Source: an optimization exercise on an open RTL-to-GDS flow (aim: small area). Production flows keep margins and buffers that such runs may drop. The RTL was checked by simulation tests, not by an equivalence proof against the original design. No activity file was given, so power comes from the tool's default toggle rates.

==> run K <==
// mhi_ac_codec
module mhi_ac_codec #(
    parameter        P_CK_ORDER_LE = 0,            
    parameter [23:0] P_DL_HEADER   = 24'h000000    
) (
    input  wire        clk,
    input  wire        rst,
    input  wire        cmd_valid,
    input  wire [63:0] cmd,
    output reg         rsp_valid,
    output reg         rsp_ok,
    output wire [3:0]  rsp_err,
    output reg  [63:0] rsp_data
);
    localparam [3:0] E_OK          = 4'd0;
    localparam [3:0] E_ILLEGAL_OP  = 4'd1;
    localparam [3:0] E_RESERVED    = 4'd2;
    localparam [3:0] E_NO_INSTANCE = 4'd3;
    localparam [3:0] E_BAD_ENUM    = 4'd4;
    localparam [3:0] E_RANGE       = 4'd5;
    localparam [3:0] E_INDEX       = 4'd6;
    localparam [3:0] E_EXISTS      = 4'd7;
    localparam [2:0] K_ZERO   = 3'd0;
    localparam [2:0] K_COMMIT = 3'd1;    
    localparam [2:0] K_DLCK   = 3'd2;    
    localparam [2:0] K_READ   = 3'd3;    
    localparam [2:0] K_STATUS = 3'd4;    
    localparam [2:0] K_ULCK   = 3'd5;    
    localparam [2:0] K_PARAMS = 3'd6;    
    reg         inst, ulv;
    reg         dl_pw, dl_pf, dl_mf, dl_sw, dl_ff, dl_vf, dl_tb;
    reg  [2:0]  dl_mode;
    reg  [1:0]  dl_fan, dl_hv;
    reg  [5:0]  dl_sq;
    reg  [7:0]  dl_rt;
    reg         tx_h;
    reg         tx_pw, tx_pf, tx_mf, tx_sw, tx_ff, tx_vf, tx_tb;
    reg  [2:0]  tx_mode;
    reg  [1:0]  tx_fan, tx_hv;
    reg  [5:0]  tx_sq;
    reg  [7:0]  tx_rt;
    reg  [19:0][7:0] uls;
    reg  [12:0] uls_sum;
    reg         ul_pw, ul_nstale;
    reg  [2:0]  ul_mode, ul_hv;
    reg  [1:0]  ul_fan;
    reg  [6:0]  ul_sp, ul_rt;
    reg  [12:0] ul_ck;
    reg  [15:0] ul_tr;
    reg  [2:0]  rk;
    reg  [11:0] ro;
    reg  [2:0]  rerr;
    wire [7:0]  op      = cmd[7:0];
    wire [7:0]  sel     = cmd[15:8];
    wire [15:0] num     = cmd[31:16];
    wire [7:0]  val     = cmd[23:16];
  ...
Settings: LEC_CHECK=0, ABC_AREA=1, CAP_MARGIN=20, CORE_MARGIN=2, CORE_UTILIZATION=65, GPL_TIMING_DRIVEN=0, SLEW_MARGIN=20; clock period 20.0 ns.
standard.sh (not shown) runs the stock make flow with config.mk's settings and CLKGATE_MAP_FILE= SYNTH_SCRIPT=/design/flow/synth_recipe.tcl, a recipe that flattens the netlist after the stock synthesis.
==> flow/flow/run.sh <==
#!/bin/bash
# Own layout flow: the standard layout (standard.sh), with
#  - an area-oriented ABC script for the combinational logic (synth.tcl
#    swaps it in for the -script that synth.tcl passes to abc; registers,
#    names and everything else are the standard synthesis's),
#  - port buffers of the smallest buffer cell,
#  - a clock tree of fewer, larger clusters without dummy loads.
# Each tool's output goes to logs under orfs/logs/ (ORFS) and the make log here.
set -euo pipefail
W=$(cd "$(dirname "${BASH_SOURCE[0]}")/.." && pwd)
export OWN_ABC_SCRIPT="$W/flow/abc_area.script"
export OWN_WORK="$W"
export BUFFER_PORTS_ARGS="-buffer_cell sky130_fd_sc_hd__buf_1"
# clock tree: clkbuf_8 buffers over clusters of at most 16 registers, no dummy loads
export CTS_ARGS="-sink_clustering_enable -repair_clock_nets -dont_use_dummy_load -sink_clustering_size 16 -sink_clustering_max_diameter 60 -buf_list sky130_fd_sc_hd__clkbuf_8"
bash "$W/standard.sh" SYNTH_SCRIPT="$W/flow/synth.tcl" finish > "$W/flow_make.log" 2>&1
==> flow/flow/abc_area.script <==
strash
&get -n
&deepsyn -T 30
&dch -f
&nf -a -R 1000
&put
topo
dnsize -c
==> flow/flow/synth.tcl <==
# The standard synthesis (synth_recipe.tcl), with abc given this flow's
# area script in place of ORFS's.
proc abc {args} {
  set i [lsearch -exact $args -script]
  if {$i >= 0} { lset args [expr {$i + 1}] $::env(OWN_ABC_SCRIPT) }
  yosys abc {*}$args
}
source [file join $::env(OWN_WORK) synth_recipe.tcl]
==> inputs of run B, as changes to run K <==
==> flow/flow/run.sh (replaced) <==
#!/bin/bash
# Own layout flow: the standard layout (standard.sh), with
#  - an area-oriented ABC script for the combinational logic (synth.tcl
#    swaps it in for the -script that synth.tcl passes to abc; registers,
#    names and everything else are the standard synthesis's),
#  - port buffers of the smallest buffer cell.
# Each tool's output goes to logs under orfs/logs/ (ORFS) and the make log here.
set -euo pipefail
W=$(cd "$(dirname "${BASH_SOURCE[0]}")/.." && pwd)
export OWN_ABC_SCRIPT="$W/flow/abc_area.script"
export OWN_WORK="$W"
export BUFFER_PORTS_ARGS="-buffer_cell sky130_fd_sc_hd__buf_1"
bash "$W/standard.sh" SYNTH_SCRIPT="$W/flow/synth.tcl" finish > "$W/flow_make.log" 2>&1
--- a/flow/config.mk
+++ b/flow/config.mk
@@ -8,6 +8,6 @@
 export ABC_AREA = 1
 export CAP_MARGIN = 20
 export CORE_MARGIN = 2
-export CORE_UTILIZATION = 65
-export GPL_TIMING_DRIVEN = 0
+export CORE_UTILIZATION = 40
+export CTS_BUF_LIST = sky130_fd_sc_hd__clkbuf_4
 export SLEW_MARGIN = 20
==> inputs of run M, as changes to run K <==
--- a/flow/config.mk
+++ b/flow/config.mk
@@ -9,5 +9,4 @@
 export CAP_MARGIN = 20
 export CORE_MARGIN = 2
 export CORE_UTILIZATION = 65
-export GPL_TIMING_DRIVEN = 0
 export SLEW_MARGIN = 20
==> run notes <==
| quantity | run B | run M | run K |
|---|---|---|---|
| Run status | no timing/DRC/antenna violations | no timing/DRC/antenna violations | no timing/DRC/antenna violations |
| Later-pin clock latency in the skew report | 0.75 ns | 0.58 ns | 0.59 ns |
| Combinational logic power | 0.640 mW | 0.641 mW | 0.634 mW |
| IR drop worst, VDD | 0.0001539 V | 0.0002899 V | 0.0001623 V |
| Met1 Routed Length | 18,920 um | 16,890 um | 17,210 um |
| Reg2reg setup slack | 13.85 ns | 14.08 ns | 13.93 ns |
| CTS buffer count | 79 | 27 | 26 |
| Final critical-path share of the clock period | 70.88% | 72.04% | 73.25% |
| Cell-internal power | 1.239 mW | 1.080 mW | 1.073 mW |
| Fraction of area in multi-input gates | 38.55% | 40.66% | 40.54% |
| Sequential share of power | 37.2% | 42.4% | 42.6% |
| Layout Utilization | 46.28% | 72.47% | 73.31% |
| FP Rows | 70 | 54 | 54 |
| Worst-Margin Slew | 1.093 ns | 1.133 ns | 1.199 ns |
| Achievable frequency | 0.07054 GHz | 0.06941 GHz | 0.06826 GHz |
| Required arrival time at the worst endpoint | 20.67 ns | 20.50 ns | 20.49 ns |
| Worst Min Path Start | uls[158] | uls[147] | rsp_ok |
| Total placed cells including tap cells | 1,922 | 1,730 | 1,745 |
| Final design instance area without fill | 16,820 um2 | 15,910 um2 | 16,100 um2 |
| H-tree lvl count | 3 | 1 | 1 |
| Proportion of power drawn by combinational gates | 34.2% | 38.9% | 38.7% |
| Wire length of the first global-routing pass | 67,820 um | 62,190 um | 62,470 um |
| Post-DP HPWL | 32,690 um | 29,730 um | 30,440 um |
| # fillers | 3,422 | 1,670 | 1,603 |

## port drivers added, routing unchanged
The results above use ideal ports. As a check the final layouts listed here were re-extracted and re-timed, cells and wires unchanged.
Step 1: set_driving_cell puts a clkbuf_16 on clk and a buf_2 on each other input, an assumption about the parent block.
Step 2, shift: input delay + t, output delay - t, t = (earliest + latest rising clock arrival at the registers) / 2. This alone moves slack from input paths to output paths.
Slacks: ideal / step 1 / step 2; pairs: ideal / step 1.
run | t, ns | setup slack, ns | worst register clock-pin slew, ns | worst slew at a driven data input, ns
run K | 0.609 | 5.349 / 5.359 / 4.750 | 0.10 / 0.10 | 0.04
run B | 0.778 | 5.824 / 5.854 / 5.076 | 0.08 / 0.08 | 0.06
run M | 0.590 | 5.592 / 5.591 / 5.001 | 0.10 / 0.10 | 0.05
After both steps setup and hold are still met in every run listed. The setup slack of run B, which loses most, moves by +0.030 ns with the drivers and by -0.748 ns with both steps.
